What follows belongs to an exercise in optimizing a design on an open flow for small area, a short achievable clock period and few clock cycles per item; a production flow would make more cautious choices.
RTL that was checked went through simulation tests only; none was proved equivalent to the original.
Function not checked in runs 3 to 7: the RTL went through the layout flow alone.
No activity file was given, so power comes from the tool's default toggle rates.

`flow/design.v`:
```
module chi_md5 (
    input  wire         clk,
    input  wire         rst,           
    input  wire         in_valid,
    output wire         in_ready,
    input  wire         in_first,
    input  wire [511:0] in_block,      
    output reg          out_valid,
    output wire [127:0] out_digest     
);
    localparam [31:0] IV_A = 32'h67452301;
    localparam [31:0] IV_B = 32'hefcdab89;
    localparam [31:0] IV_C = 32'h98badcfe;
    localparam [31:0] IV_D = 32'h10325476;
    localparam [2047:0] K_TAB = {
        32'heb86d391, 32'h2ad7d2bb, 32'hbd3af235, 32'hf7537e82,
        32'h4e0811a1, 32'ha3014314, 32'hfe2ce6e0, 32'h6fa87e4f,
        32'h85845dd1, 32'hffeff47d, 32'h8f0ccc92, 32'h655b59c3,
        32'hfc93a039, 32'hab9423a7, 32'h432aff97, 32'hf4292244,
        32'hc4ac5665, 32'h1fa27cf8, 32'he6db99e5, 32'hd9d4d039,
        32'h04881d05, 32'hd4ef3085, 32'heaa127fa, 32'h289b7ec6,
        32'hbebfbc70, 32'hf6bb4b60, 32'h4bdecfa9, 32'ha4beea44,
        32'hfde5380c, 32'h6d9d6122, 32'h8771f681, 32'hfffa3942,
        32'h8d2a4c8a, 32'h676f02d9, 32'hfcefa3f8, 32'ha9e3e905,
        32'h455a14ed, 32'hf4d50d87, 32'hc33707d6, 32'h21e1cde6,
        32'he7d3fbc8, 32'hd8a1e681, 32'h02441453, 32'hd62f105d,
        32'he9b6c7aa, 32'h265e5a51, 32'hc040b340, 32'hf61e2562,
        32'h49b40821, 32'ha679438e, 32'hfd987193, 32'h6b901122,
        32'h895cd7be, 32'hffff5bb1, 32'h8b44f7af, 32'h698098d8,
        32'hfd469501, 32'ha8304613, 32'h4787c62a, 32'hf57c0faf,
        32'hc1bdceee, 32'h242070db, 32'he8c7b756, 32'hd76aa478
    };
    localparam [79:0] R_TAB = {
        5'd21, 5'd15, 5'd10, 5'd6, 5'd23, 5'd16, 5'd11, 5'd4, 5'd20, 5'd14, 5'd9, 5'd5, 5'd22, 5'd17, 5'd12, 5'd7
    };
    reg  [31:0] a, b, c, d;        
    reg  [31:0] q0, q1, q2, q3;    
    reg  [31:0] t;                 
    reg  [5:0]  cnt;               
    reg  [4:0]  srot;              
    reg  [1:0]  sfun;              
    reg         run;               
    reg         fin;               
    reg         fst;               
    reg         ivc;               
    assign out_digest = {q1, q2, q3, q0};
    wire start  = in_valid && !run;            
    wire ivld   = start && (in_first || ivc);  
    assign in_ready = run && (cnt == 6'd63);   
    reg  [3:0] g;
    always @(*) begin
        case (cnt[5:4])
            2'd0: g = cnt[3:0];
            2'd1: g = 4'd1 + {cnt[3:0], 2'b00} + cnt[3:0];
            2'd2: g = 4'd5 + {cnt[3:0], 1'b0} + cnt[3:0];
            default: g = {cnt[3:0], 3'b000} - cnt[3:0];
        endcase
    end
    wire [31:0] kval = K_TAB[{cnt, 5'b00000} +: 32];
    wire [31:0] mw   = in_block[{g, 5'b00000} +: 32];
    wire [31:0] asrc = run ? d : (ivld ? IV_A : (fin ? q1 : q0));
    wire [31:0] ak   = asrc + kval;
    wire [31:0] t_nx = ak + mw;
    reg  [31:0] f;
    always @(*) begin
        case (sfun)
            2'd0:    f = (b & c) | (~b & d);
            2'd1:    f = (d & b) | (~d & c);
            2'd2:    f = b ^ c ^ d;
            default: f = c ^ (b | ~d);
        endcase
    end
    wire [31:0] sum  = f + t;
    wire [63:0] sum2 = {sum, sum} << srot;
    wire [31:0] x    = b + sum2[63:32];
    wire        tail = fin || (run && (cnt == 6'd62 || cnt == 6'd63 || cnt == 6'd0));
    reg  [31:0] ivw;
    always @(*) begin
        casez ({fin, cnt[1:0]})
            3'b010:  ivw = IV_A;    
            3'b011:  ivw = IV_D;    
            3'b0??:  ivw = IV_C;    
            default: ivw = IV_B;    
        endcase
    end
    wire [31:0] hop  = fst ? ivw : q0;
    wire [31:0] hsum = hop + b;
    always @(posedge clk) begin
        srot <= R_TAB[7'd5 * {cnt[5:4], cnt[1:0]} +: 5];
        sfun <= cnt[5:4];
        t    <= t_nx;
        if (tail) begin
            q0 <= q1;  q1 <= q2;  q2 <= q3;  q3 <= hsum;
        end
        if (run) begin
            a <= d;  b <= x;  c <= b;  d <= c;
        end else if (ivld) begin
            a <= IV_A;  b <= IV_B;  c <= IV_C;  d <= IV_D;
        end else if (fin) begin
            a <= q1;  b <= hsum;  c <= q3;  d <= q2;
        end
        if (rst) begin
            run       <= 1'b0;
            fin       <= 1'b0;
            out_valid <= 1'b0;
            ivc       <= 1'b1;
            cnt       <= 6'd0;
        end else begin
            out_valid <= fin;
            fin       <= run && (cnt == 6'd0);
            if (run) begin
                cnt <= cnt + 6'd1;
                if (cnt == 6'd0) run <= 1'b0;
                if (cnt == 6'd0) cnt <= 6'd0;
            end else if (start) begin
                run <= 1'b1;
                cnt <= 6'd1;
                fst <= in_first || ivc;
                ivc <= 1'b0;
            end
        end
    end
endmodule
```
`flow/flow/run.sh`:
```
#!/bin/bash
set -euo pipefail
export BUFFER_PORTS_ARGS="-buffer_cell sky130_fd_sc_hd__buf_1"
bash standard.sh > standard.log 2>&1
```
`flow/standard.sh`:
```
#!/bin/bash
# synth_recipe.tcl (not shown) runs the flow's synth.tcl, then flattens the netlist and writes it again
# the make line also repeats each setting of config.mk as NAME=value (left out here)
make -C /OpenROAD-flow-scripts/flow DESIGN_CONFIG=/design/flow/config.mk WORK_HOME=/design/flow/orfs CLKGATE_MAP_FILE= SYNTH_SCRIPT=/design/flow/synth_recipe.tcl "${@:-finish}"
```
`flow/config.mk`:
```
export PLATFORM = sky130hd
export DESIGN_NAME = chi_md5
export DESIGN_NICKNAME = chi_md5
export VERILOG_FILES = /design/flow/design.v
export SDC_FILE = /design/flow/constraint.sdc
export NUM_CORES = 4
export LEC_CHECK = 0
export CAP_MARGIN = 20
export CORE_MARGIN = 2
export CORE_UTILIZATION = 40
export SLEW_MARGIN = 20
```
`flow/constraint.sdc`:
```
create_clock -name core_clock -period 13.0 [get_ports {clk}]
set_input_delay 2.6000 -clock core_clock [delete_from_list [all_inputs] [get_ports {clk}]]
set_output_delay 2.6000 -clock core_clock [all_outputs]
set_load 0.01 [all_outputs]
```
==> results of run 1 <==
-- through the flow --
step	hold WS [ps]	total power [mW]	utilization [%]
floorplan	342	6.15	-
global placement	430	8.06	44.7
detailed placement	437	8.05	44.7
CTS	450	9.02	46.2
global route	473	9.82	46.3
finish	447	9.23	46.3
-- flip-flops by register name, indices dropped and copies added, names as in the netlist --
| name | count |
|---|---|
| b | 32 |
| c | 32 |
| d | 32 |
| q0 | 32 |
| q1 | 32 |
| q2 | 32 |
| q3 | 32 |
| t | 32 |
| cnt | 6 |
| srot | 5 |
| sfun | 2 |
| fin | 1 |
| fst | 1 |
| ivc | 1 |
| out_valid | 1 |
| run | 1 |
-- report_power, final --
part / total (mW) / switching [mW] / internal [mW]
clock: 0.931 / 0.422 / 0.509
combinational: 6.59 / 4.04 / 2.55
sequential: 1.71 / 0.368 / 1.34
-- kinds of logic after synthesis --
kind of cell             after synthesis
multiplexers                         302
flip-flops                           274
buffers and inverters                351
adder cells (fa/ha/maj)              203
AND/OR/NAND/NOR                     1001
AO/OA/AOI/OAI                       1101
XOR/XNOR                             109
-- per-layer routing --
layer	part of all wire [%]	track usage [%]	vias up
met5	0.064	0	-
met4	4.6	15.5	16
met3	13	13.1	220
met2	42	52.6	1930
met1	40	50.4	14800
li1	-	-	13700
-- path summary, 6_finish.rpt --
path / to / cells past startpoint / slack [ps] / startpoint
hold reg to reg: ivc / 1 / 450 / ivc
setup reg to reg: b[27] / 29 / 3350 / sfun[0]
setup / recovery: b[27] / 29 / 3350 / sfun[0]
hold / removal: ivc / 1 / 450 / ivc
-- layout by cell type (no fill, tap or decap), types with 40 or more instances in the layout --
cell / n
a31oi_1: 55
nand3_1: 50
nand2_1: 433
xnor2_1: 76
ha_1: 163
mux2i_1: 108
a21o_1: 52
nor2_1: 237
nor3_1: 99
o21ai_0: 245
fa_1: 40
buf_4: 59
dfxtp_1: 41
a211oi_1: 42
inv_1: 115
a21oi_1: 396
edfxtp_1: 225
buf_1: 645
mux4_2: 154
-- final cells by class --
| cell class | instances | share of cell area, % |
|---|---|---|
| multi-input cells | 2716 | 60.1 |
| flip-flops and latches | 274 | 23.1 |
| repair buffers | 705 | 8.59 |
| well taps | 959 | 3.57 |
| clock buffers | 32 | 2.32 |
| inverters | 121 | 1.35 |
| clock inverters | 26 | 0.831 |
| diodes | 20 | 0.149 |
-- critical path, delay by kind of cell, from the launching register on --
family | cells | cell delay, ps
AOI/OAI and AO/OA | 19 | 5570
xor gates and xnor gates | 2 | 350
adders and majority gates | 2 | 740
buffers and inverters | 1 | 430
DFF | 1 | 780
muxes | 2 | 1060
and+or+nand+nor | 3 | 370
==> flow_summary_export.csv, run 1 <==
group,metric,value,unit
layout,final_cell_area,33600,sq um
synthesis,synth_compound_area_share,23.3,%
setup_path,cp_data_required_time,13330,ps
global_route,grt_max_degree,77,
synthesis,synth_common_cells,"nand2_1, a21oi_1, o21ai_0",
setup_path,crit_type,"reg -> reg",
place,place_area,32500,sq um
setup_path,slowest_stage,"dfxtp_4",
sta,setup_viol,0,
synthesis,synth-xor-area-share,3.27,%
die,die_x,274,microns
sta,post-route-period-util,74.2,%
clocking,clock-sinks,274,
synthesis,synthTopCellsByArea,"edfxtp_1, mux4_2, ha_1",
sta,setup_tns,0,ps
job,cap_violations,0,
routing,drt_iter0_drc,4180,
sta,fmax,104,MHz
sta,rsz0062_at_grt,"no",
sta,maxSlewViolCount,0,
clocking,cts_made_buffers,31,
synthesis,synth_edf_count,225,
layout,ff_latch_area,7760,sq um
routing,drt_wl_total,145000,microns
routing,avgViaCountPerCell,6.31,
sta,hold_viol_final,0,
die,die-area,75200,sq um
layout,drive_gt1_share,9.45,%
setup_path,startpoint_type,"flop",
clocking,postCtsHoldBufs,0,
sta,skew,15.1,ps
sta,maxSlewHeadroom,19.4,%
synthesis,postSynthCellCount,3341,
layout,fin_cells,4853,
routing,firstDrtPassIters,6,
layout,fill_cells,7301,
routing,drcViolationCount,0,
sta,max_slew.worst_pin.slew,1200,ps
layout,syn_to_final_growth,14.9,%
synthesis,syn_nets,4060,
synthesis,synth.avg_cell_area,8.75,sq um
layout,final_nets,4568,
sta,postLayoutSetupSlackWorst,3350,ps
place,pre_cts_ws,3720,ps
synthesis,ys_warn_count,1,
worst_hold_path,min_path_type,"reg -> reg",
layout,multiInputGateArea,20200,sq um
status,status,"finished clean",
clocking,clock-root-buffer,"clkbuf_16",
routing,vias,30600,
clocking,cts_buffer_depth,3,
routing,ant_nets,0,
global_route,grt_pass1_wl,200000,microns
synthesis,synth_largest_area_cell,"edfxtp_1",
pwr,leakagePower,12.6,nW
place,dp.cells,4775,
clocking,insertion_delay,620,ps
place,gp_congestion,1.08,
setup_path,arrival,9980,ps
clocking,cts_resized,0,
pwr,p_per_area,275,nW/um^2
clocking,cts_max_level,1,
die,initial_core_util,40.3,%
routing,routedWlPerCell,30.0,microns
clocking,clkTransAtPathRegs,70,ps
clocking,cts_tree,"done",
place,io_buffer_count,645,
synthesis,synthFlopType,"edfxtp_1",
synthesis,yosys.area_share.simple,15.3,%
synthesis,synth-seq-area-share,26.5,%
synthesis,synth-seq-cells,274,
setup_path,slowest_delay,780,ps
synthesis,synth_top_family_by_area,"compound AO/OA/AOI/OAI gates",
synthesis,synthAdderAreaFrac,9.72,%
die,rows,99,
die,die_y,274,microns
synthesis,synth_cell_types,94,
synthesis,synth_mux_area_share,17.3,%
synthesis,synth_most_common_cell,"nand2_1",
place,hpwl,117000,microns
global_route,grt.overflow.total,0,
synthesis,synth_top_area_share,23.1,%
setup_path,crit_top_cell,"a21oi_1",
sta,min_period,9650,ps
global_route,antenna_found_initial,35,
setup_path,cp-end-kind,"flop",
die,core,72600,sq um
synthesis,syn-cell-area,29200,sq um
global_route,track_usage,36.9,%
pwr,ir_drop,0.193,mV
global_route,grt_pass1_vias,27300,
synthesis,async_reset_ff_share,0,%
setup_path,cp_max_fo,62,
die,boundaryPins,646,
clocking,post_cts_buffers,0,
Testbench counts, summed over its fixed seeds: cycles 219,058, blocks 3,370.
==> run 2: changes to the inputs <==
==> flow/run.sh (new file) <==
#!/bin/bash
# synth_recipe.tcl (not shown) runs the flow's synth.tcl, then flattens the netlist and writes it again
# the make line also repeats each setting of config.mk as NAME=value (left out here)
make -C /OpenROAD-flow-scripts/flow DESIGN_CONFIG=/design/flow/config.mk WORK_HOME=/design/flow/orfs CLKGATE_MAP_FILE= SYNTH_SCRIPT=/design/flow/synth_recipe.tcl finish
removed: flow/flow/run.sh
removed: flow/standard.sh
==> run 2 against run 1 <==
Clock skew increased by 16 ps. Highest routed layer unchanged. Still clean. Global-route usage increased by 0.78 points. Sequential cell count is the same. Maximum frequency up 1.4%.
==> flow_summary_export.csv, run 2 <==
group,metric,value,unit
status,status,"finished clean",
synthesis,synth-seq-cells,274,
routing,routedWlPerCell,30.6,microns
setup_path,cp_max_fo,49,
sta,rsz0062_at_grt,"no",
setup_path,slowest_stage,"a2111oi_4",
synthesis,synth-seq-area-share,26.5,%
setup_path,cp_data_required_time,13330,ps
global_route,grt_max_degree,142,
place,dp.cells,4764,
synthesis,synth_most_common_cell,"nand2_1",
sta,hold_viol_final,0,
place,gp_congestion,1.03,
layout,drive_gt1_share,9.14,%
place,hpwl,119000,microns
sta,post-route-period-util,73.2,%
clocking,cts_made_buffers,31,
sta,setup_viol,0,
synthesis,synth_top_area_share,23.1,%
synthesis,synthTopCellsByArea,"edfxtp_1, mux4_2, ha_1",
global_route,antenna_found_initial,29,
die,die_x,274,microns
synthesis,synth_compound_area_share,23.3,%
die,rows,99,
clocking,cts_resized,0,
synthesis,ys_warn_count,1,
sta,min_period,9520,ps
routing,ant_nets,0,
clocking,postCtsHoldBufs,0,
synthesis,async_reset_ff_share,0,%
setup_path,startpoint_type,"flop",
clocking,insertion_delay,620,ps
synthesis,synth_top_family_by_area,"compound AO/OA/AOI/OAI gates",
synthesis,yosys.area_share.simple,15.3,%
clocking,clock-root-buffer,"clkbuf_16",
pwr,p_per_area,252,nW/um^2
sta,max_slew.worst_pin.slew,1200,ps
clocking,cts_tree,"done",
routing,drt_iter0_drc,3671,
sta,setup_tns,0,ps
routing,firstDrtPassIters,6,
setup_path,worstRegToRegCells,29,
setup_path,crit_type,"reg -> reg",
synthesis,syn_nets,4060,
sta,maxSlewViolCount,0,
synthesis,synthAdderAreaFrac,9.72,%
clocking,clkTransAtPathRegs,70,ps
worst_hold_path,min_path_type,"reg -> reg",
routing,avgViaCountPerCell,6.27,
die,die_y,274,microns
worst_hold_path,whs_endpoint,"ivc",
pwr,leakagePower,14.3,nW
job,cap_violations,0,
clocking,clock-sinks,274,
setup_path,slowest_delay,810,ps
layout,syn_to_final_growth,28.6,%
setup_path,r2r-end,"b[27]",
pwr,ir_drop,0.198,mV
place,place_area,36500,sq um
synthesis,syn-cell-area,29200,sq um
clocking,cts_max_level,1,
die,die-area,75200,sq um
layout,fin_cells,4843,
die,core,72600,sq um
clocking,post_cts_buffers,0,
sta,fmax,105,MHz
die,boundaryPins,646,
synthesis,synth-xor-area-share,3.27,%
layout,mostFrequentLayoutCell,"clkdlybuf4s50_1",
setup_path,rrSetupSlack,3480,ps
synthesis,synth_common_cells,"nand2_1, a21oi_1, o21ai_0",
synthesis,synth_largest_area_cell,"edfxtp_1",
place,io_buffer_count,645,
setup_path,crit_top_cell,"a21oi_1",
synthesis,synth_mux_area_share,17.3,%
synthesis,synthFlopType,"edfxtp_1",
global_route,grt.overflow.total,0,
synthesis,synth_cell_types,94,
setup_path,reg2reg_from,"sfun[0]",
layout,final_cell_area,37600,sq um
global_route,track_usage,37.7,%
sta,holdWs,449,ps
synthesis,synth_edf_count,225,
layout,final_nets,4557,
setup_path,cp-end-kind,"flop",
worst_hold_path,hold_path_depth,1,
synthesis,synth.avg_cell_area,8.75,sq um
die,initial_core_util,40.3,%
global_route,grt_pass1_vias,27700,
synthesis,postSynthCellCount,3341,
routing,drt_wl_total,148000,microns
worst_hold_path,hp-start,"ivc",
global_route,grt_pass1_wl,203000,microns
clocking,cts_buffer_depth,3,
sta,maxSlewHeadroom,19.5,%
setup_path,arrival,9840,ps
sta,skew,31.2,ps
routing,drcViolationCount,0,
routing,vias,30400,
layout,layout_common_cells,"clkdlybuf4s50_1, nand2_1, a21oi_1",
==> run 2: cell counts after synthesis <==
Identical to the previous run, type by type.
==> run 2: cells by family (layout without fill, tap and decap cells) <==
kind of cell             Yosys count  in the layout
buffers and inverters            351            873
XOR/XNOR                         109            109
flip-flops                       274            274
adder cells (fa/ha/maj)          203            203
AND/OR/NAND/NOR                 1001           1001
other                              0             21
AO/OA/AOI/OAI                   1101           1101
multiplexers                     302            302
==> run 2: per-layer routing <==
| metal | global-route usage [%] | routed length [microns] | vias to the layer above |
|---|---|---|---|
| met2 | 54.8 | 63200 | 1748 |
| met1 | 50.9 | 59300 | 14800 |
| li1 | - | - | 13600 |
| met3 | 12.5 | 18100 | 235 |
| met5 | 0 | 97 | - |
| met4 | 16.5 | 7310 | 16 |
==> run 2: worst max-delay path, delay by kind of cell (launching register included) <==
family,cells,cell delay [ps]
fa+ha+maj,2,710
flops,1,730
buf+inv,1,520
mux,3,860
xor+xnor,1,160
compound gates,19,5700
simple gates,3,490
==> run 2: layout make-up <==
cell class	instances	area, sq um
fill	6918	35000
tap	959	1200
antenna	21	52.6
clock buffer	32	779
sequential	274	7760
clock inverter	26	282
timing repair buffer	694	6860
inverter	121	454
multi-input combinational	2716	20200
==> run 2: metrics by stage <==
step / total power [mW] / util [%] / setup WS [ps]
CTS: 9.29 / 51.7 / 3820
floorplan: 6.15 / - / 5510
global route: 10.1 / 51.8 / 3000
detailed placement: 8.30 / 50.2 / 3830
finish: 9.46 / 51.8 / 3480
global placement: 8.33 / 50.2 / 3990
==> run 2: power by group <==
group / total (mW) / switching [mW] / internal [mW]
Combinational: 6.80 / 4.06 / 2.74
Sequential: 1.72 / 0.378 / 1.34
Clock: 0.941 / 0.404 / 0.537
Total: 9.46 / 4.84 / 4.62
==> run 2: worst max path at each step <==
stage / from / end / slack, ps / depth (start not counted)
6_report: sfun[0] / b[27] / 3480 / 29
5_1_grt: sfun[0] / b[27] / 3000 / 29
4_1_cts: sfun[0] / b[27] / 3820 / 29
3_5_place_dp: sfun[0] / b[27] / 3830 / 29
3_3_place_gp: sfun[0] / b[27] / 3990 / 29
2_1_floorplan: sfun[0] / b[20] / 5510 / 31
==> run 3: changes to the inputs <==
--- a/flow/design.v
+++ b/flow/design.v
@@ -30,23 +30,23 @@
         32'hfd469501, 32'ha8304613, 32'h4787c62a, 32'hf57c0faf,
         32'hc1bdceee, 32'h242070db, 32'he8c7b756, 32'hd76aa478
     };
-    localparam [79:0] R_TAB = {
-        5'd21, 5'd15, 5'd10, 5'd6, 5'd23, 5'd16, 5'd11, 5'd4, 5'd20, 5'd14, 5'd9, 5'd5, 5'd22, 5'd17, 5'd12, 5'd7
-    };
+    localparam [31:0] RI_TAB = 32'h56e801bf;
     reg  [31:0] a, b, c, d;        
     reg  [31:0] q0, q1, q2, q3;    
     reg  [31:0] t;                 
     reg  [5:0]  cnt;               
-    reg  [4:0]  srot;              
+    reg  [1:0]  ri;                
+    reg  [1:0]  rv;                
     reg  [1:0]  sfun;              
     reg         run;               
     reg         fin;               
+    reg         pend;              
     reg         fst;               
+    reg         fcur;              
     reg         ivc;               
     assign out_digest = {q1, q2, q3, q0};
-    wire start  = in_valid && !run;            
-    wire ivld   = start && (in_first || ivc);  
-    assign in_ready = run && (cnt == 6'd63);   
+    assign in_ready   = run && (cnt == 6'd63);   
+    wire start = pend && !run;                   
     reg  [3:0] g;
     always @(*) begin
         case (cnt[5:4])
@@ -58,7 +58,7 @@
     end
     wire [31:0] kval = K_TAB[{cnt, 5'b00000} +: 32];
     wire [31:0] mw   = in_block[{g, 5'b00000} +: 32];
-    wire [31:0] asrc = run ? d : (ivld ? IV_A : (fin ? q1 : q0));
+    wire [31:0] asrc = run ? d : (fst ? IV_A : (fin ? q1 : q0));
     wire [31:0] ak   = asrc + kval;
     wire [31:0] t_nx = ak + mw;
     reg  [31:0] f;
@@ -70,9 +70,23 @@
             default: f = c ^ (b | ~d);
         endcase
     end
-    wire [31:0] sum  = f + t;
-    wire [63:0] sum2 = {sum, sum} << srot;
-    wire [31:0] x    = b + sum2[63:32];
+    wire [31:0] sum = f + t;
+    reg  [31:0] r1, r2;
+    always @(*) begin
+        case (ri)
+            2'd0:    r1 = {sum[27:0], sum[31:28]};
+            2'd1:    r1 = {sum[26:0], sum[31:27]};
+            2'd2:    r1 = {sum[25:0], sum[31:26]};
+            default: r1 = {sum[24:0], sum[31:25]};
+        endcase
+        case (rv)
+            2'd0:    r2 = r1;
+            2'd1:    r2 = {r1[26:0], r1[31:27]};
+            2'd2:    r2 = {r1[21:0], r1[31:22]};
+            default: r2 = {r1[15:0], r1[31:16]};
+        endcase
+    end
+    wire [31:0] x = b + r2;
     wire        tail = fin || (run && (cnt == 6'd62 || cnt == 6'd63 || cnt == 6'd0));
     reg  [31:0] ivw;
     always @(*) begin
@@ -83,10 +97,11 @@
             default: ivw = IV_B;    
         endcase
     end
-    wire [31:0] hop  = fst ? ivw : q0;
+    wire [31:0] hop  = fcur ? ivw : q0;
     wire [31:0] hsum = hop + b;
     always @(posedge clk) begin
-        srot <= R_TAB[7'd5 * {cnt[5:4], cnt[1:0]} +: 5];
+        ri   <= RI_TAB[{cnt[5:4], cnt[1:0], 1'b0} +: 2];
+        rv   <= cnt[1:0];
         sfun <= cnt[5:4];
         t    <= t_nx;
         if (tail) begin
@@ -94,7 +109,7 @@
         end
         if (run) begin
             a <= d;  b <= x;  c <= b;  d <= c;
-        end else if (ivld) begin
+        end else if (start && fst) begin
             a <= IV_A;  b <= IV_B;  c <= IV_C;  d <= IV_D;
         end else if (fin) begin
             a <= q1;  b <= hsum;  c <= q3;  d <= q2;
@@ -102,6 +117,7 @@
         if (rst) begin
             run       <= 1'b0;
             fin       <= 1'b0;
+            pend      <= 1'b0;
             out_valid <= 1'b0;
             ivc       <= 1'b1;
             cnt       <= 6'd0;
@@ -110,13 +126,20 @@
             fin       <= run && (cnt == 6'd0);
             if (run) begin
                 cnt <= cnt + 6'd1;
-                if (cnt == 6'd0) run <= 1'b0;
-                if (cnt == 6'd0) cnt <= 6'd0;
+                if (cnt == 6'd0) begin
+                    run <= 1'b0;
+                    cnt <= 6'd0;
+                end
             end else if (start) begin
-                run <= 1'b1;
-                cnt <= 6'd1;
-                fst <= in_first || ivc;
-                ivc <= 1'b0;
+                run  <= 1'b1;
+                cnt  <= 6'd1;
+                pend <= 1'b0;
+                fcur <= fst;
+            end
+            if (in_valid && !pend && (run ? (cnt == 6'd0) : !start)) begin
+                pend <= 1'b1;
+                fst  <= in_first || ivc;
+                ivc  <= 1'b0;
             end
         end
     end
==> flow/flow/run.sh (new file) <==
#!/bin/bash
set -euo pipefail
export BUFFER_PORTS_ARGS="-buffer_cell sky130_fd_sc_hd__buf_1"
bash standard.sh > standard.log 2>&1
==> flow/standard.sh (new file) <==
#!/bin/bash
# synth_recipe.tcl (not shown) runs the flow's synth.tcl, then flattens the netlist and writes it again
# the make line also repeats each setting of config.mk as NAME=value (left out here)
make -C /OpenROAD-flow-scripts/flow DESIGN_CONFIG=/design/flow/config.mk WORK_HOME=/design/flow/orfs CLKGATE_MAP_FILE= SYNTH_SCRIPT=/design/flow/synth_recipe.tcl "${@:-finish}"
removed: flow/run.sh
==> run 3 against run 2 <==
First-iteration DRC count grew 1.6%. Utilization down 5.1 points. Critical path type unchanged. Via count fell by 5.3%. Routed wire length down 4.9%. Cell count fell by 5.3%. Synthesized area down 5.0%. Maximum frequency grew 5.6%. Setup slack gained 500 ps. Still clean. Synthesized cell count is 7.2% lower. Sequential power decreased by 9%. Largest power group unchanged. Register-to-register slack better by 500 ps. Sequential cell count rose by 1.
==> flow_summary_export.csv, run 3 <==
group,metric,value,unit
status,status,"finished clean",
pwr,switching_share,48.7,%
clocking,postCtsHoldBufs,0,
die,rows,96,
setup_path,slowest_stage,"buf_4",
setup_path,cp_data_required_time,13500,ps
layout,fill_cells,6863,
clocking,insertion_delay,610,ps
synthesis,synth.avg_cell_area,8.95,sq um
layout,syn_to_final_growth,15.6,%
layout,final_nets,4323,
layout,final_cell_area,32100,sq um
pwr,p_sw,3.75,mW
pwr,ir_drop,0.178,mV
synthesis,synth_cell_types,85,
sta,rsz0062_at_grt,"no",
routing,ant_nets,0,
clocking,cts_max_level,1,
setup_path,crit_type,"reg -> reg",
sta,hold_viol_final,0,
synthesis,synth_largest_area_cell,"edfxtp_1",
place,io_buffer_count,645,
synthesis,async_reset_ff_share,0,%
setup_path,cp-end-kind,"flop",
sta,fmax,111,MHz
pwr,combinationalPowerShare,67.4,%
setup_path,startpoint_type,"flop",
synthesis,postSynthCellCount,3100,
synthesis,synth_most_common_cell,"a21oi_1",
clocking,clkTransAtPathRegs,60,ps
place,gp_congestion,1.10,
routing,drcViolationCount,0,
setup_path,r2r-end,"t[29]",
synthesis,synth-seq-area-share,28.0,%
clocking,cts_buffer_depth,3,
synthesis,ys_warn_count,1,
setup_path,worstRegToRegCells,28,
setup_path,arrival,9520,ps
clocking,clock-sinks,275,
clocking,post_cts_buffers,0,
die,core,68700,sq um
sta,skew,29.8,ps
clocking,cts_made_buffers,31,
clocking,cts_tree,"done",
synthesis,synth_top_area_share,24.4,%
global_route,track_usage,38.4,%
die,boundaryPins,646,
sta,setup_viol,0,
routing,drt_wl_total,141000,microns
worst_hold_path,whs_endpoint,"ivc",
sta,min_period,9010,ps
place,hpwl,114000,microns
die,die-area,71500,sq um
layout,drive_gt1_share,8.50,%
setup_path,crit_start,"cnt[1]",
die,die_x,267,microns
pwr,clock_power_share,12.4,%
global_route,grt_pass1_vias,26100,
sta,maxSlewViolCount,0,
layout,layout_common_cells,"buf_1, a21oi_1, nand2_1",
sta,setup_tns,0,ps
sta,max_slew.worst_pin.slew,1290,ps
synthesis,syn-cell-area,27800,sq um
setup_path,critPathBufInv,5,
worst_hold_path,hold_path_depth,2,
synthesis,synthFlopType,"edfxtp_1",
job,cap_violations,0,
place,place_area,31000,sq um
sta,post-route-period-util,69.3,%
global_route,grt.overflow.total,0,
clocking,cts_resized,0,
pwr,p_per_area,240,nW/um^2
pwr,internal-power,3.96,mW
setup_path,cp_max_fo,57,
global_route,grt_pass1_wl,196000,microns
sta,postLayoutSetupSlackWorst,3990,ps
routing,vias,28800,
pwr,leakagePower,11.7,nW
die,die_y,267,microns
routing,avgViaCountPerCell,6.28,
setup_path,reg2reg_from,"cnt[1]",
synthesis,syn_nets,3812,
routing,firstDrtPassIters,7,
clocking,clock-root-buffer,"clkbuf_16",
synthesis,synth_common_cells,"a21oi_1, nand2_1, nor2_1",
pwr,seq_power_share,20.2,%
place,pre_cts_ws,4290,ps
setup_path,slowest_delay,750,ps
routing,drt_iter0_drc,3729,
global_route,antenna_found_initial,37,
worst_hold_path,hp-start,"ivc",
die,initial_core_util,40.4,%
global_route,grt_max_degree,85,
setup_path,rrSetupSlack,3990,ps
setup_path,crit_family,"compound AO/OA/AOI/OAI gates",
routing,routedWlPerCell,30.7,microns
layout,mostFrequentLayoutCell,"buf_1",
synthesis,synth-seq-cells,275,
sta,maxSlewHeadroom,13.2,%
synthesis,synthTopCellsByArea,"edfxtp_1, mux4_2, a21oi_1",
worst_hold_path,min_path_type,"reg -> reg",
synthesis,synth_edf_count,226,
## run 3: how the worst max path moves through the flow
stage	end	slack, ps	cells after the start
3_5_place_dp	t[29]	4290	28
3_3_place_gp	t[29]	4220	28
6_report	t[29]	3990	28
2_1_floorplan	b[30]	5820	32
4_1_cts	t[29]	4240	28
5_1_grt	t[29]	3450	28
## run 3: cell families (layout without fill, tap and decap cells)
family | count (synthesis) | in the layout | synth area share, %
simple gates | 864 | 864 | 14.2
other cells | 0 | 19 | 0
fa+ha+maj | 196 | 196 | 9.92
buf+inv | 325 | 861 | 4.49
xor+xnor | 117 | 117 | 3.74
compound gates | 1082 | 1082 | 24.4
flops | 275 | 275 | 28.0
mux | 241 | 241 | 15.2
## run 3: power by group through the flow
stage	Combinational [mW]	Clock (mW)	Sequential (mW)
5_1_grt	5.69	0.997	1.58
3_3_place_gp	5.06	0	1.57
2_1_floorplan	3.78	0	1.47
3_5_place_dp	5.05	0	1.56
4_1_cts	5.08	0.966	1.55
6_report	5.20	0.958	1.56
## run 3: worst reg2reg max path, delay by kind of cell (launching register included)
family	cells	cell delay, ps
buffers and inverters	5	2140
xor gates and xnor gates	3	440
DFF	1	310
adders and majority gates	5	1750
and+or+nand+nor	2	190
AOI/OAI and AO/OA	13	4060
## run 3: cell type report
class | instances | area, sq um | area share [%]
Sequential cell | 275 | 7780 | 24.3
Clock buffer | 32 | 779 | 2.43
Antenna cell | 19 | 47.5 | 0.148
Clock inverter | 26 | 304 | 0.947
Inverter | 114 | 428 | 1.33
Tap cell | 931 | 1160 | 3.63
Timing Repair Buffer | 689 | 2760 | 8.61
Multi-Input combinational cell | 2500 | 18800 | 58.6
## run 3: stage by stage
stage	utilization, %	cells	power [mW]	hold WS, ps
floorplan	-	3100	5.25	329
global placement	45.1	4509	6.62	450
detailed placement	45.1	4509	6.61	458
CTS	46.6	4567	7.60	472
global route	46.7	4580	8.26	491
finish	46.7	4586	7.71	466
## run 3: metal layers
metal | up-vias | routed length, microns | share of wire [%] | GRT usage [%]
met5 | - | 145 | 0.10 | 0
met4 | 22 | 7610 | 5.4 | 18.1
met3 | 261 | 16700 | 12 | 11.9
met1 | 13900 | 58000 | 41 | 52.9
met2 | 1745 | 58400 | 41 | 54.5
li1 | 12800 | - | - | -
==> run 4: changes to the inputs <==
--- a/flow/config.mk
+++ b/flow/config.mk
@@ -8,4 +8,5 @@
 export CAP_MARGIN = 20
 export CORE_MARGIN = 2
 export CORE_UTILIZATION = 40
+export SETUP_SLACK_MARGIN = 5
 export SLEW_MARGIN = 20
==> run 4 against run 3 <==
Clock power hardly changed. Critical endpoint unchanged. Sequential share of layout area is 0.22 points lower. Critical path type unchanged. Design area is 0.92% higher.
==> flow_summary_export.csv, run 4 <==
group,metric,value,unit
routing,drt_iter0_drc,3899,
routing,ant_nets,0,
layout,multiInputGateArea,18900,sq um
routing,drt_wl_total,142000,microns
sta,post-route-period-util,59.5,%
synthesis,synth-seq-area-share,28.0,%
sta,holdWs,466,ps
setup_path,path_cells,"buf_4 -> clkinv_2 -> ha_2 -> inv_1 -> fa_1 -> mux4_4 -> buf_4 -> mux2_2 -> o21ai_0 -> fa_1 -> inv_1 -> ha_1 -> o21ai_0 -> a21oi_1 -> o21ai_0 -> o21ai_1 -> a31oi_2 -> o2111ai_1 -> a31o_2 -> a21oi_1 -> xnor2_1",
pwr,ir_drop,0.180,mV
clocking,clock-sinks,275,
synthesis,synthFlopType,"edfxtp_1",
die,boundaryPins,646,
layout,final_nets,4334,
synthesis,syn-cell-area,27800,sq um
layout,drive_gt1_share,9.30,%
setup_path,cp-endpoint,"t[29]",
sta,max_slew.worst_pin.slew,1240,ps
layout,fill_cells,6849,
routing,routedWlPerCell,30.9,microns
place,io_buffer_count,645,
synthesis,synth_edf_count,226,
global_route,grt_pass1_wl,197000,microns
clocking,cts_max_level,1,
status,status,"finished clean",
sta,setup_viol,0,
setup_path,cp_data_required_time,13500,ps
setup_path,crit_start,"cnt[1]",
synthesis,synth_most_common_cell,"a21oi_1",
global_route,grt.overflow.total,0,
synthesis,ys_warn_count,1,
place,hpwl,114000,microns
setup_path,worstRegToRegCells,21,
place,gp_congestion,1.10,
sta,maxSlewHeadroom,16.4,%
setup_path,cp_max_fo,39,
job,cap_violations,0,
setup_path,reg2reg_from,"cnt[1]",
synthesis,postSynthCellCount,3100,
setup_path,crit_type,"reg -> reg",
synthesis,async_reset_ff_share,0,%
setup_path,r2r-end,"t[29]",
die,core,68700,sq um
die,die_y,267,microns
clocking,cts_buffer_depth,3,
sta,skew,35.6,ps
clocking,cts_tree,"done",
layout,fin_util,47.1,%
sta,rsz0062_at_grt,"yes",
place,dp.cells,4509,
setup_path,slowest_stage,"o21ai_0",
layout,fin_cells,4597,
die,rows,96,
global_route,grt_max_degree,85,
synthesis,synthTopCellsByArea,"edfxtp_1, mux4_2, a21oi_1",
synthesis,synth_largest_area_cell,"edfxtp_1",
global_route,track_usage,38.6,%
sta,maxSlewViolCount,0,
sta,hold_viol_final,0,
pwr,power.total,7.77,mW
sta,min_period,7740,ps
layout,mostFrequentLayoutCell,"buf_1",
die,die_x,267,microns
setup_path,cp-end-kind,"flop",
routing,vias,28900,
sta,fmax,129,MHz
worst_hold_path,min_path_type,"reg -> reg",
synthesis,synth-seq-cells,275,
synthesis,synth_common_cells,"a21oi_1, nand2_1, nor2_1",
setup_path,crit_top_cell,"o21ai_0",
layout,syn_to_final_growth,16.7,%
synthesis,synth_cell_types,85,
synthesis,synth.avg_cell_area,8.95,sq um
setup_path,slowest_delay,950,ps
clocking,cts_made_buffers,31,
global_route,antenna_found_initial,36,
routing,drcViolationCount,0,
routing,avgViaCountPerCell,6.29,
setup_path,startpoint_type,"flop",
layout,layout_common_cells,"buf_1, a21oi_1, nand2_1",
clocking,clock-root-buffer,"clkbuf_16",
clocking,insertion_delay,610,ps
setup_path,rrSetupSlack,5260,ps
setup_path,arrival,8230,ps
pwr,p_per_area,240,nW/um^2
global_route,grt_pass1_vias,26200,
sta,setup_tns,0,ps
routing,firstDrtPassIters,6,
pwr,leakagePower,11.8,nW
die,initial_core_util,40.4,%
die,die-area,71500,sq um
layout,ff_latch_area,7780,sq um
clocking,clkTransAtPathRegs,60,ps
synthesis,synth_top_area_share,24.4,%
synthesis,syn_nets,3812,
[run 4: cell count changes in the layout (fill, tap and decap cells not counted), moves of 3 or more]
| cell | change |
|---|---|
| a211oi_2 | +3 |
| buf_4 | +3 |
| a21oi_2 | +3 |
| a211oi_1 | -4 |
| a31oi_1 | -6 |
| a31oi_2 | +6 |
[run 4: logic make-up after synthesis]
group / synth area share, %
adder cells (fa/ha/maj): 9.92
XOR/XNOR: 3.74
multiplexers: 15.2
AO/OA/AOI/OAI: 24.4
buffers and inverters: 4.49
flip-flops: 28.0
AND/OR/NAND/NOR: 14.2
[run 4: area by class of cell]
| class | instances | area share, % |
|---|---|---|
| antenna | 19 | 0.147 |
| clock buffer | 32 | 2.41 |
| clock inverter | 26 | 0.939 |
| inverter | 114 | 1.34 |
| multi-input combinational | 2501 | 58.5 |
| sequential | 275 | 24.0 |
| tap | 931 | 3.60 |
| timing repair buffer | 699 | 9.05 |
[run 4: per-layer routing]
metal	vias up	wire, microns	GRT usage [%]
met1	14100	58400	53.3
met4	24	7250	17.4
met5	-	160	0
met3	246	16700	11.6
met2	1757	59500	55.2
li1	12800	-	-
[run 4: where the power goes]
group          internal (mW)  switching [mW]  total (mW)
registers               1.28           0.281        1.56
clock network          0.557           0.402       0.959
logic                   2.16            3.10        5.26
total                   3.99            3.78        7.77
[run 4: how the worst min path moves through the flow]
stage	startpoint	end	slack (ps)	cells after the start
after floorplan	cnt[5]	sfun[1]	330	0
after CTS	ivc	ivc	470	2
after detailed placement	ivc	ivc	460	2
final	ivc	ivc	470	2
after global placement	ivc	ivc	450	2
after global routing	q1[7]	q0[7]	490	0
[run 4: stage by stage]
step,area [sq um],setup slack (ps)
detailed placement,31000,4290
global placement,31000,4220
global route,32400,4870
CTS,32100,5050
floorplan,27800,5820
finish,32400,5260
[run 4: critical path: cells and delay by family, from the launching register on]
kind / cells / cell delay (ps)
XOR/XNOR: 1 / 170
AO/OA/AOI/OAI: 9 / 2680
flip-flops: 1 / 310
buffers and inverters: 5 / 1500
multiplexers: 2 / 1250
adder cells (fa/ha/maj): 4 / 1670
[run 4: timing repair]
item	CTS	global route
cloned	1	0
hold endpoints to repair	0	0
endpoints found under the setup margin	23	21
buffers inserted	2	8
gates resized for setup	15	25
pin swaps	0	2
hold buffers	0	0
==> run 5: changes to the inputs <==
--- a/flow/design.v
+++ b/flow/design.v
@@ -34,6 +34,7 @@
     reg  [31:0] a, b, c, d;        
     reg  [31:0] q0, q1, q2, q3;    
     reg  [31:0] t;                 
+    reg  [31:0] mw;                
     reg  [5:0]  cnt;               
     reg  [1:0]  ri;                
     reg  [1:0]  rv;                
@@ -45,31 +46,25 @@
     reg         fcur;              
     reg         ivc;               
     assign out_digest = {q1, q2, q3, q0};
-    assign in_ready   = run && (cnt == 6'd63);   
+    assign in_ready   = run && (cnt == 6'd62);   
     wire start = pend && !run;                   
-    reg  [3:0] g;
+    localparam [255:0] G_TAB = 256'h92b4d6f81a3c5e702fc9630da741eb85c72d83e94fa50b61fedcba9876543210;
+    wire [5:0] cnt_nx = rst ? 6'd0 : (run ? ((cnt == 6'd0) ? 6'd0 : cnt + 6'd1) : (start ? 6'd1 : cnt));
+    wire [3:0] g = G_TAB[{cnt_nx, 2'b00} +: 4];   
+    wire [31:0] kval = K_TAB[{cnt, 5'b00000} +: 32];
+    wire [31:0] mw_nx = in_block[{g, 5'b00000} +: 32];
+    wire [31:0] asrc = run ? d : (fst ? IV_A : (fin ? q1 : q0));
+    wire [31:0] t_nx = asrc + kval + mw;
+    reg  [31:0] fu, fv;
     always @(*) begin
-        case (cnt[5:4])
-            2'd0: g = cnt[3:0];
-            2'd1: g = 4'd1 + {cnt[3:0], 2'b00} + cnt[3:0];
-            2'd2: g = 4'd5 + {cnt[3:0], 1'b0} + cnt[3:0];
-            default: g = {cnt[3:0], 3'b000} - cnt[3:0];
+        case (sfun)
+            2'd0:    begin fu = c;        fv = d;        end   
+            2'd1:    begin fu = c | d;    fv = c & ~d;   end   
+            2'd2:    begin fu = ~(c ^ d); fv = c ^ d;    end   
+            default: begin fu = ~c;       fv = ~(c ^ d); end   
         endcase
     end
-    wire [31:0] kval = K_TAB[{cnt, 5'b00000} +: 32];
-    wire [31:0] mw   = in_block[{g, 5'b00000} +: 32];
-    wire [31:0] asrc = run ? d : (fst ? IV_A : (fin ? q1 : q0));
-    wire [31:0] ak   = asrc + kval;
-    wire [31:0] t_nx = ak + mw;
-    reg  [31:0] f;
-    always @(*) begin
-        case (sfun)
-            2'd0:    f = (b & c) | (~b & d);
-            2'd1:    f = (d & b) | (~d & c);
-            2'd2:    f = b ^ c ^ d;
-            default: f = c ^ (b | ~d);
-        endcase
-    end
+    wire [31:0] f = (b & fu) | (~b & fv);
     wire [31:0] sum = f + t;
     reg  [31:0] r1, r2;
     always @(*) begin
@@ -104,6 +99,8 @@
         rv   <= cnt[1:0];
         sfun <= cnt[5:4];
         t    <= t_nx;
+        cnt  <= cnt_nx;
+        mw   <= mw_nx;
         if (tail) begin
             q0 <= q1;  q1 <= q2;  q2 <= q3;  q3 <= hsum;
         end
@@ -120,19 +117,13 @@
             pend      <= 1'b0;
             out_valid <= 1'b0;
             ivc       <= 1'b1;
-            cnt       <= 6'd0;
         end else begin
             out_valid <= fin;
             fin       <= run && (cnt == 6'd0);
             if (run) begin
-                cnt <= cnt + 6'd1;
-                if (cnt == 6'd0) begin
-                    run <= 1'b0;
-                    cnt <= 6'd0;
-                end
+                if (cnt == 6'd0) run <= 1'b0;
             end else if (start) begin
                 run  <= 1'b1;
-                cnt  <= 6'd1;
                 pend <= 1'b0;
                 fcur <= fst;
             end
--- a/flow/config.mk
+++ b/flow/config.mk
@@ -5,8 +5,8 @@
 export SDC_FILE = /design/flow/constraint.sdc
 export NUM_CORES = 4
 export LEC_CHECK = 0
+export ABC_AREA = 1
 export CAP_MARGIN = 20
 export CORE_MARGIN = 2
 export CORE_UTILIZATION = 40
-export SETUP_SLACK_MARGIN = 5
 export SLEW_MARGIN = 20
==> run 5 against run 4 <==
Routed wire length rose by 22%. First-iteration DRC count rose by 19%. Critical path type unchanged. Maximum frequency fell by 0.39%.
==> flow_summary_export.csv, run 5 <==
group,metric,value,unit
routing,routedWlPerCell,29.0,microns
layout,fin_cells,5971,
place,hpwl,140000,microns
synthesis,syn-cell-area,30500,sq um
pwr,ir_drop,0.111,mV
synthesis,async_reset_ff_share,0,%
place,io_buffer_count,645,
synthesis,synth-seq-area-share,27.6,%
synthesis,synthFlopType,"edfxtp_1",
clocking,cts_resized,0,
setup_path,critPathBufInv,5,
setup_path,crit_start,"sfun[1]",
setup_path,cp_data_required_time,13340,ps
sta,maxSlewViolCount,0,
clocking,clock-sinks,307,
routing,drcViolationCount,0,
setup_path,reg2reg_from,"sfun[1]",
die,die-area,78500,sq um
setup_path,cp_max_fo,33,
die,rows,101,
global_route,grt_pass1_vias,33000,
setup_path,arrival,8110,ps
synthesis,syn_nets,5190,
global_route,track_usage,42.8,%
routing,vias,36100,
synthesis,synthTopCellsByArea,"edfxtp_1, nand2_1, o21ai_0",
clocking,cts_buffer_depth,3,
setup_path,crit_top_cell,"nand2_1",
routing,firstDrtPassIters,6,
clocking,cts_made_buffers,38,
die,core,75700,sq um
worst_hold_path,min_path_type,"reg -> reg",
die,die_y,280,microns
layout,mostFrequentLayoutCell,"nand2_1",
setup_path,worstRegToRegCells,37,
sta,holdWs,447,ps
die,boundaryPins,646,
setup_path,rrSetupSlack,5230,ps
synthesis,ys_warn_count,1,
synthesis,synth_common_cells,"nand2_1, inv_1, o21ai_0",
clocking,clock-root-buffer,"clkbuf_16",
sta,skew,22.7,ps
synthesis,synth_top_area_share,22.3,%
place,gp_congestion,1.08,
clocking,insertion_delay,590,ps
global_route,grt.overflow.total,0,
sta,setup_tns,0,ps
synthesis,synth_cell_types,59,
layout,syn_to_final_growth,14.5,%
synthesis,synth_most_common_cell,"nand2_1",
clocking,cts_tree,"done",
synthesis,synth-seq-cells,307,
setup_path,cp_num_cells,37,
synthesis,synth_largest_area_cell,"edfxtp_1",
setup_path,slowest_stage,"o21ai_0",
die,die_x,280,microns
setup_path,cp-end-kind,"flop",
routing,drt_wl_total,173000,microns
layout,final_cell_area,34900,sq um
sta,max_slew.worst_pin.slew,1220,ps
synthesis,postSynthCellCount,4424,
sta,fmax,129,MHz
setup_path,cp-endpoint,"b[17]",
clocking,cts_max_level,2,
synthesis,synth_edf_count,226,
global_route,grt_max_degree,132,
clocking,post_cts_buffers,0,
die,initial_core_util,40.3,%
layout,final_nets,5705,
clocking,postCtsHoldBufs,0,
setup_path,crit_type,"reg -> reg",
synthesis,synth.avg_cell_area,6.89,sq um
sta,min_period,7770,ps
routing,ant_nets,0,
setup_path,r2r-end,"b[17]",
sta,setup_viol,0,
job,cap_violations,0,
layout,drive_gt1_share,3.40,%
routing,avgViaCountPerCell,6.05,
clocking,clkTransAtPathRegs,60,ps
sta,post-route-period-util,59.7,%
sta,hold_viol_final,0,
setup_path,crit_family,"compound AO/OA/AOI/OAI gates",
setup_path,slowest_delay,520,ps
sta,rsz0062_at_grt,"no",
place,place_area,33600,sq um
pwr,leakagePower,15.0,nW
routing,drt_iter0_drc,4644,
global_route,grt_pass1_wl,241000,microns
place,dp.cells,5877,
setup_path,startpoint_type,"flop",
pwr,p_per_area,200,nW/um^2
layout,layout_common_cells,"nand2_1, buf_1, inv_1",
global_route,antenna_found_initial,34,
sta,maxSlewHeadroom,17.7,%
status,status,"finished clean",
## run 5: changes by cell type after synthesis, moves of 79 or more
cell	delta
nand2_1	+478
inv_1	+524
nor2_1	+140
mux2i_1	-79
o211ai_1	+120
nand3_1	+162
o21ai_0	+345
a21oi_1	-92
mux4_2	-143
## run 5: how the worst min path moves through the flow
| stage | from | endpoint | cells past startpoint | slack (ps) |
|---|---|---|---|---|
| after floorplan | cnt[5] | sfun[1] | 0 | 330 |
| after global placement | ivc | ivc | 2 | 430 |
| after detailed placement | ivc | ivc | 2 | 430 |
| after CTS | ivc | ivc | 2 | 450 |
| after global routing | q1[21] | q0[21] | 0 | 490 |
| final | ivc | ivc | 2 | 450 |
## run 5: area by class of cell
type / count / area, sq um
diodes: 24 / 60.1
clock buffers: 44 / 983
clock inverters: 26 / 243
fillers: 8164 / 40800
inverters: 646 / 2430
multi-input cells: 3242 / 18700
flip-flops and latches: 307 / 8410
well taps: 978 / 1220
repair buffers: 704 / 2860
## run 5: metrics by stage
| stage | setup slack (ps) | utilization (%) | power, mW |
|---|---|---|---|
| CTS | 5540 | 46.0 | 6.83 |
| global route | 4690 | 46.1 | 7.44 |
| finish | 5230 | 46.1 | 7.00 |
| global placement | 5620 | 44.4 | 5.78 |
| floorplan | 7630 | - | 4.31 |
| detailed placement | 5540 | 44.4 | 5.75 |
## run 5: routing by layer
metal / part of all wire [%] / track usage, % / routed length [microns] / vias up
met1: 40 / 57.5 / 69900 / 17100
met2: 40 / 59.8 / 70000 / 2341
li1: - / - / - / 16300
met5: 0.15 / 1.50 / 265 / -
met3: 12 / 12.3 / 20600 / 385
met4: 7.2 / 26.6 / 12400 / 18
## run 5: where the power goes
group / total, mW / switching (mW) / internal [mW]
combinational: 4.51 / 3.11 / 1.40
clock: 1.06 / 0.470 / 0.591
sequential: 1.43 / 0.157 / 1.27
total: 7.00 / 3.74 / 3.26
## run 5: tightest hold or removal path: cells and delay by family (launching register included)
kind             cells  cell delay (ps)
AND/OR/NAND/NOR      2              100
flip-flops           1              310
## run 5: kinds of logic (layout without fill, tap and decap cells)
kind of cell	count (synthesis)	after routing	synth area share, %
XOR/XNOR	88	88	2.53
flip-flops	307	307	27.6
AO/OA/AOI/OAI	1429	1429	27.6
adder cells (fa/ha/maj)	250	250	11.1
other	0	24	0
AND/OR/NAND/NOR	1475	1475	19.8
buffers and inverters	875	1420	11.4
==> run 6: changes to the inputs <==
==> flow/flow/run.sh (replaced) <==
#!/bin/bash
set -euo pipefail
export BUFFER_PORTS_ARGS="-buffer_cell sky130_fd_sc_hd__buf_1"
export SETUP_SLACK_MARGIN=8
bash standard.sh > standard.log 2>&1
==> run 6 against run 5 <==
Still clean on timing, DRC and antenna. Worst hold slack improved by 4.2 ps. Design area grew 15%. Synthesized cell count unchanged. Clock power about the same. Non-clock buffer count is 189 higher. Sequential cell count unchanged. Power rose by 31%. Global-route usage is 2.4 points higher. Routed wire length up 7.8%. Register-to-register slack gained 2000 ps. Synthesized area unchanged. Clock-buffer cell count unchanged. Largest cell class unchanged.
==> flow_summary_export.csv, run 6 <==
group,metric,value,unit
status,status,"finished clean",
global_route,grt_pass1_vias,35000,
die,die_x,280,microns
place,place_area,33600,sq um
sta,fmax,174,MHz
setup_path,critPathBufInv,13,
layout,fin_util,53.1,%
synthesis,synth_top_family_by_area,"compound AO/OA/AOI/OAI gates",
synthesis,synth_mux_area_share,0,%
setup_path,cp_max_fo,5,
routing,routedWlPerCell,30.3,microns
routing,firstDrtPassIters,7,
sta,maxSlewHeadroom,24.5,%
synthesis,synth_top_area_share,22.3,%
clocking,cts_made_buffers,37,
synthesis,synth_most_common_cell,"nand2_1",
routing,ant_nets,0,
setup_path,crit_family,"buffers and inverters",
synthesis,synth_cell_types,59,
clocking,cts_buffer_depth,3,
clocking,postCtsHoldBufs,0,
synthesis,syn-cell-area,30500,sq um
pwr,leakagePower,16.7,nW
setup_path,slowest_delay,360,ps
sta,post-route-period-util,44.2,%
synthesis,synth-xor-area-share,2.53,%
setup_path,rrSetupSlack,7260,ps
setup_path,crit_top_cell,"buf_4",
clocking,clkTransAtPathRegs,60,ps
routing,drcViolationCount,0,
routing,drt_wl_total,187000,microns
die,die-area,78500,sq um
worst_hold_path,min_path_type,"reg -> reg",
synthesis,synth_common_cells,"nand2_1, inv_1, o21ai_0",
global_route,grt_max_degree,104,
routing,vias,38000,
pwr,p_per_area,228,nW/um^2
synthesis,synthTopCellsByArea,"edfxtp_1, nand2_1, o21ai_0",
job,cap_violations,0,
synthesis,yosys.area_share.simple,19.8,%
layout,mostFrequentLayoutCell,"nand2_1",
setup_path,reg2reg_from,"sfun[1]",
layout,fill_cells,7508,
setup_path,cp_data_required_time,13320,ps
sta,skew,29.9,ps
worst_hold_path,hp-start,"ivc",
sta,min_period,5740,ps
sta,setup_tns,0,ps
global_route,antenna_found_initial,35,
sta,rsz0062_at_grt,"yes",
setup_path,crit_type,"reg -> reg",
worst_hold_path,whs_endpoint,"ivc",
layout,final_cell_area,40200,sq um
die,boundaryPins,646,
sta,hold_viol_final,0,
synthesis,async_reset_ff_share,0,%
die,initial_core_util,40.3,%
routing,drt_iter0_drc,5198,
layout,layout_common_cells,"nand2_1, buf_1, inv_1",
synthesis,synth-seq-cells,307,
synthesis,synth.avg_cell_area,6.89,sq um
setup_path,slowest_stage,"dfxtp_4",
place,io_buffer_count,645,
setup_path,arrival,6060,ps
routing,avgViaCountPerCell,6.16,
sta,maxSlewViolCount,0,
synthesis,synth_compound_area_share,27.6,%
place,gp_congestion,1.08,
place,hpwl,140000,microns
pwr,ir_drop,0.153,mV
synthesis,syn_nets,5190,
sta,max_slew.worst_pin.slew,1130,ps
layout,syn_to_final_growth,31.9,%
clocking,clock-sinks,307,
global_route,grt.overflow.total,0,
setup_path,r2r-end,"b[4]",
synthesis,synth_largest_area_cell,"edfxtp_1",
synthesis,synthFlopType,"edfxtp_1",
layout,final_nets,5900,
synthesis,ys_warn_count,1,
setup_path,worstRegToRegCells,38,
clocking,clock-root-buffer,"clkbuf_16",
clocking,cts_max_level,2,
synthesis,synthAdderAreaFrac,11.1,%
global_route,track_usage,45.2,%
clocking,cts_tree,"done",
synthesis,synth_edf_count,226,
worst_hold_path,hold_path_depth,2,
synthesis,synth-seq-area-share,27.6,%
clocking,insertion_delay,580,ps
sta,setup_viol,0,
setup_path,cp-end-kind,"flop",
die,rows,101,
die,core,75700,sq um
global_route,grt_pass1_wl,255000,microns
layout,drive_gt1_share,17.4,%
die,die_y,280,microns
synthesis,postSynthCellCount,4424,
setup_path,startpoint_type,"flop",
## run 6: cell counts after synthesis
No cell type changed its count.
## run 6: worst max path at each step
stage	from	end	slack, ps	depth (start not counted)
floorplan	c[0]	b[18]	8010	36
global placement	sfun[0]	b[27]	6030	34
detailed placement	sfun[0]	b[11]	5980	32
CTS	sfun[0]	b[18]	7540	38
global route	sfun[0]	b[4]	7080	38
finish	sfun[1]	b[4]	7260	38
## run 6: worst reg2reg max path: cells and delay by family (launching register included)
kind            cells  cell delay (ps)
compound gates      8             1310
xor+xnor            1              180
fa+ha+maj           3              740
buf+inv            13             1600
flops               1              360
simple gates       13             1310
## run 6: per-stage QoR
stage	total power [mW]	hold slack, ps	cells	setup slack (ps)
global route	9.59	465	6151	7080
floorplan	4.34	332	4424	8010
CTS	8.15	452	6088	7540
finish	9.16	451	6160	7260
detailed placement	5.78	433	5868	5980
global placement	5.80	430	5868	6030
## run 6: what timing repair did
| item | in CTS | in global routing |
|---|---|---|
| setup buffers | 141 | 44 |
| gates resized for setup | 581 | 245 |
| gates cloned | 14 | 6 |
| pin swaps | 170 | 105 |
| setup endpoints to repair | 97 | 74 |
## run 6: logic make-up (layout without fill, tap and decap cells)
| logic type | Yosys count | count (layout) |
|---|---|---|
| xor gates and xnor gates | 88 | 88 |
| AOI/OAI and AO/OA | 1429 | 1429 |
| DFF | 307 | 307 |
| adders and majority gates | 250 | 250 |
| buffers and inverters | 875 | 1604 |
| and+or+nand+nor | 1475 | 1482 |
| other | 0 | 22 |
## run 6: area by class of cell
class	instances	area [sq um]	area share [%]
Multi-Input combinational cell	3249	21800	54.3
Sequential cell	307	8420	20.9
Timing Repair Buffer	893	4940	12.3
Inverter	646	2510	6.24
Tap cell	978	1220	3.04
Clock buffer	44	993	2.47
Clock inverter	21	236	0.588
Antenna cell	22	55.1	0.137
## run 6: report_power, final
group          internal, mW  switching (mW)
logic                  2.55            4.06
clock network         0.630           0.454
registers              1.27           0.195
total                  4.45            4.70
## run 6: routing by layer
| metal | GRT usage [%] | share of wire, % | wire length, microns | vias up |
|---|---|---|---|---|
| li1 | - | - | - | 16700 |
| met1 | 58.7 | 39 | 72100 | 17900 |
| met2 | 62.8 | 40 | 74400 | 2768 |
| met3 | 16.0 | 13 | 24700 | 616 |
| met4 | 29.8 | 8.1 | 15100 | 12 |
| met5 | 0 | 0.12 | 220 | - |
==> run 7: changes to the inputs <==
--- a/flow/design.v
+++ b/flow/design.v
@@ -31,14 +31,15 @@
         32'hc1bdceee, 32'h242070db, 32'he8c7b756, 32'hd76aa478
     };
     localparam [31:0] RI_TAB = 32'h56e801bf;
-    reg  [31:0] a, b, c, d;        
+    localparam [255:0] G_TAB = 256'h92b4d6f81a3c5e702fc9630da741eb85c72d83e94fa50b61fedcba9876543210;
+    reg  [31:0] b, c, d;           
+    reg  [31:0] fu, fv;            
     reg  [31:0] q0, q1, q2, q3;    
     reg  [31:0] t;                 
     reg  [31:0] mw;                
     reg  [5:0]  cnt;               
     reg  [1:0]  ri;                
     reg  [1:0]  rv;                
-    reg  [1:0]  sfun;              
     reg         run;               
     reg         fin;               
     reg         pend;              
@@ -48,23 +49,13 @@
     assign out_digest = {q1, q2, q3, q0};
     assign in_ready   = run && (cnt == 6'd62);   
     wire start = pend && !run;                   
-    localparam [255:0] G_TAB = 256'h92b4d6f81a3c5e702fc9630da741eb85c72d83e94fa50b61fedcba9876543210;
     wire [5:0] cnt_nx = rst ? 6'd0 : (run ? ((cnt == 6'd0) ? 6'd0 : cnt + 6'd1) : (start ? 6'd1 : cnt));
     wire [3:0] g = G_TAB[{cnt_nx, 2'b00} +: 4];   
-    wire [31:0] kval = K_TAB[{cnt, 5'b00000} +: 32];
+    wire [31:0] kval  = K_TAB[{cnt, 5'b00000} +: 32];
     wire [31:0] mw_nx = in_block[{g, 5'b00000} +: 32];
-    wire [31:0] asrc = run ? d : (fst ? IV_A : (fin ? q1 : q0));
-    wire [31:0] t_nx = asrc + kval + mw;
-    reg  [31:0] fu, fv;
-    always @(*) begin
-        case (sfun)
-            2'd0:    begin fu = c;        fv = d;        end   
-            2'd1:    begin fu = c | d;    fv = c & ~d;   end   
-            2'd2:    begin fu = ~(c ^ d); fv = c ^ d;    end   
-            default: begin fu = ~c;       fv = ~(c ^ d); end   
-        endcase
-    end
-    wire [31:0] f = (b & fu) | (~b & fv);
+    wire [31:0] asrc  = run ? d : (fst ? IV_A : (fin ? q1 : q0));
+    wire [31:0] t_nx  = asrc + kval + mw;
+    wire [31:0] f   = (b & fu) | (~b & fv);
     wire [31:0] sum = f + t;
     reg  [31:0] r1, r2;
     always @(*) begin
@@ -94,23 +85,34 @@
     end
     wire [31:0] hop  = fcur ? ivw : q0;
     wire [31:0] hsum = hop + b;
+    wire        ld_iv = start && fst;
+    wire [31:0] c_nx  = run ? b : (ld_iv ? IV_C : (fin ? q3 : c));
+    wire [31:0] d_nx  = run ? c : (ld_iv ? IV_D : (fin ? q2 : d));
+    reg  [31:0] fu_nx, fv_nx;
+    always @(*) begin
+        case (cnt[5:4])
+            2'd0:    begin fu_nx = c_nx;            fv_nx = d_nx;            end   
+            2'd1:    begin fu_nx = c_nx | d_nx;     fv_nx = c_nx & ~d_nx;    end   
+            2'd2:    begin fu_nx = ~(c_nx ^ d_nx);  fv_nx = c_nx ^ d_nx;     end   
+            default: begin fu_nx = ~c_nx;           fv_nx = ~(c_nx ^ d_nx);  end   
+        endcase
+    end
     always @(posedge clk) begin
         ri   <= RI_TAB[{cnt[5:4], cnt[1:0], 1'b0} +: 2];
         rv   <= cnt[1:0];
-        sfun <= cnt[5:4];
         t    <= t_nx;
         cnt  <= cnt_nx;
         mw   <= mw_nx;
+        c    <= c_nx;
+        d    <= d_nx;
+        fu   <= fu_nx;
+        fv   <= fv_nx;
         if (tail) begin
             q0 <= q1;  q1 <= q2;  q2 <= q3;  q3 <= hsum;
         end
-        if (run) begin
-            a <= d;  b <= x;  c <= b;  d <= c;
-        end else if (start && fst) begin
-            a <= IV_A;  b <= IV_B;  c <= IV_C;  d <= IV_D;
-        end else if (fin) begin
-            a <= q1;  b <= hsum;  c <= q3;  d <= q2;
-        end
+        if (run)        b <= x;
+        else if (ld_iv) b <= IV_B;
+        else if (fin)   b <= hsum;
         if (rst) begin
             run       <= 1'b0;
             fin       <= 1'b0;
==> flow/flow/run.sh (replaced) <==
#!/bin/bash
set -euo pipefail
export BUFFER_PORTS_ARGS="-buffer_cell sky130_fd_sc_hd__buf_1"
bash standard.sh > standard.log 2>&1
--- a/flow/config.mk
+++ b/flow/config.mk
@@ -9,4 +9,5 @@
 export CAP_MARGIN = 20
 export CORE_MARGIN = 2
 export CORE_UTILIZATION = 40
+export SETUP_SLACK_MARGIN = 5
 export SLEW_MARGIN = 20
==> run 7 against run 6 <==
Synthesized area grew 3.4%. Still clean on timing, DRC and antenna. Critical endpoint is now t[24]. Sequential cell count rose by 62. Power shrank 20%.
==> flow_summary_export.csv, run 7 <==
group,metric,value,unit
status,status,"finished clean",
routing,avgViaCountPerCell,5.89,
place,gp_congestion,1.06,
synthesis,synth_compound_area_share,26.5,%
sta,rsz0062_at_grt,"no",
clocking,cts_made_buffers,42,
die,core,77700,sq um
synthesis,ys_warn_count,1,
die,rows,102,
die,boundaryPins,646,
place,dp.cells,6008,
clocking,clock-sinks,369,
place,hpwl,134000,microns
worst_hold_path,hold_path_depth,2,
synthesis,synth_largest_area_cell,"edfxtp_1",
synthesis,synthFlopType,"dfxtp_1",
sta,maxSlewViolCount,0,
synthesis,synth-seq-cells,369,
clocking,cts_tree,"done",
synthesis,yosys.area_share.simple,21.3,%
setup_path,startpoint_type,"flop",
setup_path,cp_max_fo,15,
worst_hold_path,whs_endpoint,"ivc",
global_route,grt_pass1_vias,33100,
synthesis,synth_top_area_share,15.4,%
sta,hold_viol_final,0,
clocking,cts_buffer_depth,3,
setup_path,cp-end-kind,"flop",
layout,layout_common_cells,"nand2_1, buf_1, inv_1",
synthesis,synth_top_family_by_area,"compound AO/OA/AOI/OAI gates",
clocking,cts_resized,0,
clocking,post_cts_buffers,0,
synthesis,synthAdderAreaFrac,10.6,%
layout,fill_cells,8192,
synthesis,synth.avg_cell_area,7.01,sq um
layout,fin_cells,6096,
die,initial_core_util,40.6,%
synthesis,postSynthCellCount,4498,
global_route,grt_max_degree,188,
synthesis,async_reset_ff_share,0,%
synthesis,synth_cell_types,59,
synthesis,syn_nets,5261,
layout,syn_to_final_growth,14.9,%
layout,fin_util,46.6,%
sta,skew,31.2,ps
job,cap_violations,0,
global_route,grt.overflow.total,0,
layout,final_nets,5775,
synthesis,synth_mux_area_share,1.17,%
setup_path,worstRegToRegCells,23,
place,pre_cts_ws,6250,ps
routing,drt_iter0_drc,5069,
pwr,leakagePower,15.5,nW
place,io_buffer_count,645,
die,die_y,285,microns
synthesis,syn-cell-area,31500,sq um
pwr,ir_drop,0.118,mV
global_route,track_usage,39.8,%
routing,routedWlPerCell,27.7,microns
sta,setup_viol,0,
layout,mostFrequentLayoutCell,"nand2_1",
setup_path,arrival,6900,ps
setup_path,reg2reg_from,"cnt[0]",
synthesis,synth_common_cells,"nand2_1, inv_1, o21ai_0",
sta,postLayoutSetupSlackWorst,6580,ps
clocking,insertion_delay,610,ps
global_route,antenna_found_initial,24,
routing,firstDrtPassIters,7,
clocking,clkTransAtPathRegs,60,ps
setup_path,cp_data_required_time,13480,ps
sta,min_period,6420,ps
synthesis,synth-xor-area-share,2.49,%
routing,vias,35900,
sta,max_slew.worst_pin.slew,1270,ps
synthesis,synthTopCellsByArea,"edfxtp_1, dfxtp_1, nand2_1",
synthesis,synth_most_common_cell,"nand2_1",
setup_path,crit_start,"cnt[0]",
clocking,cts_max_level,2,
clocking,postCtsHoldBufs,0,
global_route,grt_pass1_wl,237000,microns
sta,post-route-period-util,49.4,%
die,die-area,81100,sq um
worst_hold_path,hp-start,"ivc",
routing,ant_nets,0,
sta,setup_tns,0,ps
pwr,p_per_area,201,nW/um^2
worst_hold_path,min_path_type,"reg -> reg",
synthesis,synth-seq-area-share,28.6,%
sta,maxSlewHeadroom,14.7,%
routing,drt_wl_total,169000,microns
setup_path,rrSetupSlack,6580,ps
setup_path,r2r-end,"t[24]",
synthesis,synth_edf_count,162,
sta,fmax,156,MHz
layout,drive_gt1_share,4.40,%
die,die_x,285,microns
routing,drcViolationCount,0,
clocking,clock-root-buffer,"clkbuf_16",
setup_path,crit_type,"reg -> reg",
==> run 7: cell count changes after synthesis, moves of 106 or more <==
cell,before,now
dfxtp_1,81,207
inv_1,633,517
nand2_1,765,899
nand3_1,201,324
nor2_1,406,300
o21bai_1,36,249
==> run 7: worst max-delay path, stage by stage (launching register included) <==
cell and delay (ps):
dfxtp_1 300, buf_4 290, inv_1 280, ha_1 380, nor2_1 600, inv_1 130, nand2_1 200, o21ai_0 140
a21oi_1 320, nand3_1 320, fa_1 580, inv_1 40, ha_1 330, a21oi_1 140, nand2_1 100, a21oi_1 230
o21ai_0 180, a21boi_0 490, o21ai_0 230, a21boi_0 410, o21ai_0 260, nand3_1 130, nand2_1 70, xor2_1 140
==> run 7: per-stage QoR <==
stage               instance area [sq um]  total power, mW  hold slack, ps
finish                              36200             7.28             444
detailed placement                  34900             5.92             433
floorplan                           31500             4.52             398
CTS                                 36200             7.15             447
global route                        36200             7.78             465
global placement                    34800             5.94             429
==> run 7: cell type report <==
cell class	count	area, sq um	area share [%]
antenna	11	27.5	0.0759
clock buffer	52	1150	3.18
clock inverter	25	218	0.601
inverter	532	2000	5.52
multi-input combinational	3362	19600	54.2
sequential	369	9010	24.9
tap	1040	1300	3.59
timing repair buffer	705	2900	7.99
==> run 7: power by group <==
group	internal [mW]	switching, mW	total [mW]
Clock	0.676	0.548	1.22
Sequential	1.47	0.170	1.64
Combinational	1.39	3.02	4.41
Total	3.54	3.74	7.28
==> run 7: worst max-delay path by stage <==
stage                   to  slack [ps]  cells past startpoint
floorplan            b[24]        8010                     38
global placement    mw[18]        6300                     15
detailed placement  mw[18]        6250                     15
CTS                  b[23]        6840                     29
global route         b[23]        6020                     34
finish               t[24]        6580                     23
==> run 7: logic make-up after synthesis <==
family,count (synthesis)
compound gates,1375
xor+xnor,88
fa+ha+maj,247
buf+inv,767
flops,369
mux,33
simple gates,1619
==> run 7: per-layer routing <==
metal | wire (microns) | GRT usage, % | vias to the layer above
li1 | - | - | 16400
met1 | 67500 | 53.1 | 17000
met2 | 73000 | 60.7 | 2090
met3 | 17000 | 7.50 | 364
met4 | 11100 | 22.2 | 10
met5 | 65 | 0 | -

Re-timed with assumed drivers on the ports (clkbuf_16 on the clock, buf_2 on other inputs), run 7 has 6.577 ns of setup slack against 6.577 ns with ideal ports, and 6.146 ns once port delays also move by the mid clock arrival of 0.655 ns.
